Source: an optimization exercise on an open RTL-to-GDS flow (aim: small area). Production flows keep margins and buffers that such runs may drop. Only simulation tests tie the RTL to the original design; equivalence was not proved. Power and IR drop assume default switching activity.

Setup of JK:
// sdadc_engine
module sdadc_engine (
    input  wire        clk,
    input  wire        rst,           
    input  wire        tick_i,        
    input  wire        cmd_valid,
    input  wire [31:0] cmd_word,
    output wire        cmd_ready,
    output reg         rsp_valid,
    output wire [2:0]  rsp_status,
    output wire [31:0] rsp_value,
    output wire [3:0]  rsp_recn,
    input  wire        reg_wr_en,
    input  wire [2:0]  reg_wr_addr,
    input  wire [31:0] reg_wr_data,
    input  wire [3:0]  reg_rd_addr,
    output wire [31:0] reg_rd_data,
    input  wire        pin_grant,
    output wire        sclk_o,
    output wire        sclk_oe,
    output wire        din_o,
    output wire        din_oe,
    output wire        dout_o,
    output wire        dout_oe,
    input  wire        dout_i
);
Size in the first run: about 480 flip-flops, about 160 I/O pins, about 21,000 µm² of cells after synthesis.
clock: 10.0 ns
lec_check: 0
cap_margin: 20
core_margin: 2
core_utilization: 65
place_density: 0.75
slew_margin: 20
synth_hierarchical: 1
synth_minimum_keep_size: 0
standard.sh (not shown) runs the stock make flow with config.mk's settings and CLKGATE_MAP_FILE= SYNTH_SCRIPT=/design/flow/synth_recipe.tcl, a recipe that flattens the netlist after the stock synthesis.
==> flow/flow/run.sh <==
#!/bin/bash
# Layout flow: the standard flow (standard.sh) with these changes
#  - synthesis maps the logic with an area-oriented ABC script (amap) instead
#    of ORFS's delay-oriented one; the Yosys steps, and so the registers, are
#    the standard synthesis's;
#  - every port still gets a buffer, but a buf_1 instead of the default pick;
#  - the clock tree is built from clkbuf_8 without dummy loads.
# Each make run's full output goes to its own log file here.
set -uo pipefail
here=$(pwd)

# a copy of ORFS's scripts whose only change is the ABC script
rm -rf "$here/scripts_area"
cp -r "$FLOW_HOME/scripts" "$here/scripts_area"
cp "$here/flow/abc_area_map.script" "$here/scripts_area/abc_speed.script"

bash standard.sh SCRIPTS_DIR="$here/scripts_area" synth > "$here/synth.log" 2>&1 || exit 1

export BUFFER_PORTS_ARGS="-buffer_cell sky130_fd_sc_hd__buf_1"
export CTS_ARGS="-sink_clustering_enable -repair_clock_nets -sink_clustering_size 16 -sink_clustering_max_diameter 60 -buf_list sky130_fd_sc_hd__clkbuf_8 -dont_use_dummy_load"
bash standard.sh > "$here/layout.log" 2>&1
==> flow/flow/abc_area_map.script <==
strash
dc2
dch
amap
strash
dch
amap
strash
dch
amap
topo
stime -c
JK reached the end of the flow, and the finished layout is clean on the timing, design-rule and antenna checks.
Setup changes, JK to MS
- CORE_UTILIZATION changed from 65 to 40
- PLACE_DENSITY removed (was 0.75)
--- a/flow/flow/run.sh
+++ b/flow/flow/run.sh
@@ -19,3 +19,3 @@
 export BUFFER_PORTS_ARGS="-buffer_cell sky130_fd_sc_hd__buf_1"
-export CTS_ARGS="-sink_clustering_enable -repair_clock_nets -sink_clustering_size 16 -sink_clustering_max_diameter 60 -buf_list sky130_fd_sc_hd__clkbuf_8 -dont_use_dummy_load"
+export CTS_ARGS="-sink_clustering_enable -repair_clock_nets -sink_clustering_size 28 -sink_clustering_max_diameter 70 -buf_list sky130_fd_sc_hd__clkbuf_16 -dont_use_dummy_load"
 bash standard.sh > "$here/layout.log" 2>&1
Notes after the runs:
MS — standard cell area after detailed placement 330 µm² higher, JK as reference
Clock buffer and inverter area fraction after layout, MS and JK: larger value in MS
Number of placement rows in MS vs JK: up 18
Final worst hold slack of JK is on par with MS.
Comparing detailed-router iteration count before antenna repair for MS and JK, the bigger number came from JK.
## Diff of input files: AL against MS
- CAP_MARGIN now 0, was 20
- SLEW_MARGIN now 0, was 20
--- a/flow/flow/run.sh
+++ b/flow/flow/run.sh
@@ -19,3 +19,3 @@
 export BUFFER_PORTS_ARGS="-buffer_cell sky130_fd_sc_hd__buf_1"
-export CTS_ARGS="-sink_clustering_enable -repair_clock_nets -sink_clustering_size 28 -sink_clustering_max_diameter 70 -buf_list sky130_fd_sc_hd__clkbuf_16 -dont_use_dummy_load"
+export CTS_ARGS="-sink_clustering_enable -repair_clock_nets -sink_clustering_size 16 -sink_clustering_max_diameter 60 -buf_list sky130_fd_sc_hd__clkbuf_8 -dont_use_dummy_load"
 bash standard.sh > "$here/layout.log" 2>&1
[summary]
When the final numbers for MS and AL were put side by side, the met3 capacity usage during global routing turned out to be greater in AL.
Against MS as the reference, AL delivers a lower power per cell area.
[compare] base=MS new=AL: total power shrank by 2.5%, final cell area excluding filler cells fell 170 µm², cell area reported after detailed placement now sits at about the same level, setup slack lower, total length of routed met2 wires level.
On register-to-register slack, AL does better than MS.
Hold slack of MS is on par with AL.
The mean routed wirelength per cell was comparable across MS and AL.
The inputs of TR differ from those of AL as listed below.
- CAP_MARGIN: 0 -> 20
- SLEW_MARGIN: 0 -> 20
### Flow results
~same fmax in TR and AL
TR did not stop at any stage, and its layout met the timing, design-rule and antenna checks.
Having completed the whole flow, AL delivered a layout that passed the timing, design-rule and antenna checks.
TR and AL ended up with roughly the same internal power.
Looking at TR and AL, the total detailed-routing wirelength is a wash.
Endpoint of the most critical setup path: reg_rd_data[6] -> AL, reg_rd_data[8] -> TR
Edits applied to the flow inputs when going from TR to PW:
--- a/flow/flow/run.sh
+++ b/flow/flow/run.sh
@@ -19,3 +19,3 @@
 export BUFFER_PORTS_ARGS="-buffer_cell sky130_fd_sc_hd__buf_1"
-export CTS_ARGS="-sink_clustering_enable -repair_clock_nets -sink_clustering_size 16 -sink_clustering_max_diameter 60 -buf_list sky130_fd_sc_hd__clkbuf_8 -dont_use_dummy_load"
+export CTS_ARGS="-sink_clustering_enable -repair_clock_nets -sink_clustering_size 10 -sink_clustering_max_diameter 40 -buf_list sky130_fd_sc_hd__clkbuf_4 -dont_use_dummy_load"
 bash standard.sh > "$here/layout.log" 2>&1
- The lower global-route usage came out of TR.
- PW vs. TR: initial antenna violation count went up by 1.
- PW vs. TR: minimum clock period lost 0.074 ns; portion of total power attributed to combinational logic neither gained nor lost much; endpoint arrival time on the critical path lost 0.08 ns.
- Against TR, clock-buffer cell count in PW rose by more than half.
- In PW, layout cell share with drive strength beyond 1 is higher than in TR.

## port drivers added, routing unchanged
The results above use ideal ports. As a check the final layouts listed here were re-extracted and re-timed, cells and wires unchanged.
Step 1, drivers: a clkbuf_16 drives clk and a buf_2 each remaining input, both assumed.
Step 2, shift: input delay + t, output delay - t, t = (earliest + latest rising clock arrival at the registers) / 2. This alone moves slack from input paths to output paths.
Slacks: ideal / step 1 / step 2; pairs: ideal / step 1.
run | shift t [ns] | setup WS [ns] | hold WS [ns] | worst setup path at the end | latest minus earliest clock arrival (ns)
JK | 0.642 | 3.775 / 3.754 / 3.528 | 0.482 / 0.482 / 0.482 | input to register | 0.076 / 0.076
MS | 0.659 | 3.770 / 3.736 / 3.557 | 0.479 / 0.479 / 0.479 | input to register | 0.051 / 0.050
AL | 0.686 | 3.658 / 3.625 / 3.495 | 0.478 / 0.478 / 0.478 | input to register | 0.095 / 0.095
TR | 0.685 | 3.672 / 3.639 / 3.510 | 0.478 / 0.478 / 0.478 | input to register | 0.102 / 0.102
PW | 0.856 | 3.747 / 3.714 / 3.432 | 0.470 / 0.470 / 0.470 | input to register | 0.110 / 0.110
After both steps setup and hold are still met in every run listed. For PW, which loses most, drivers alone change the setup slack by -0.033 ns; drivers and shift together by -0.315 ns.
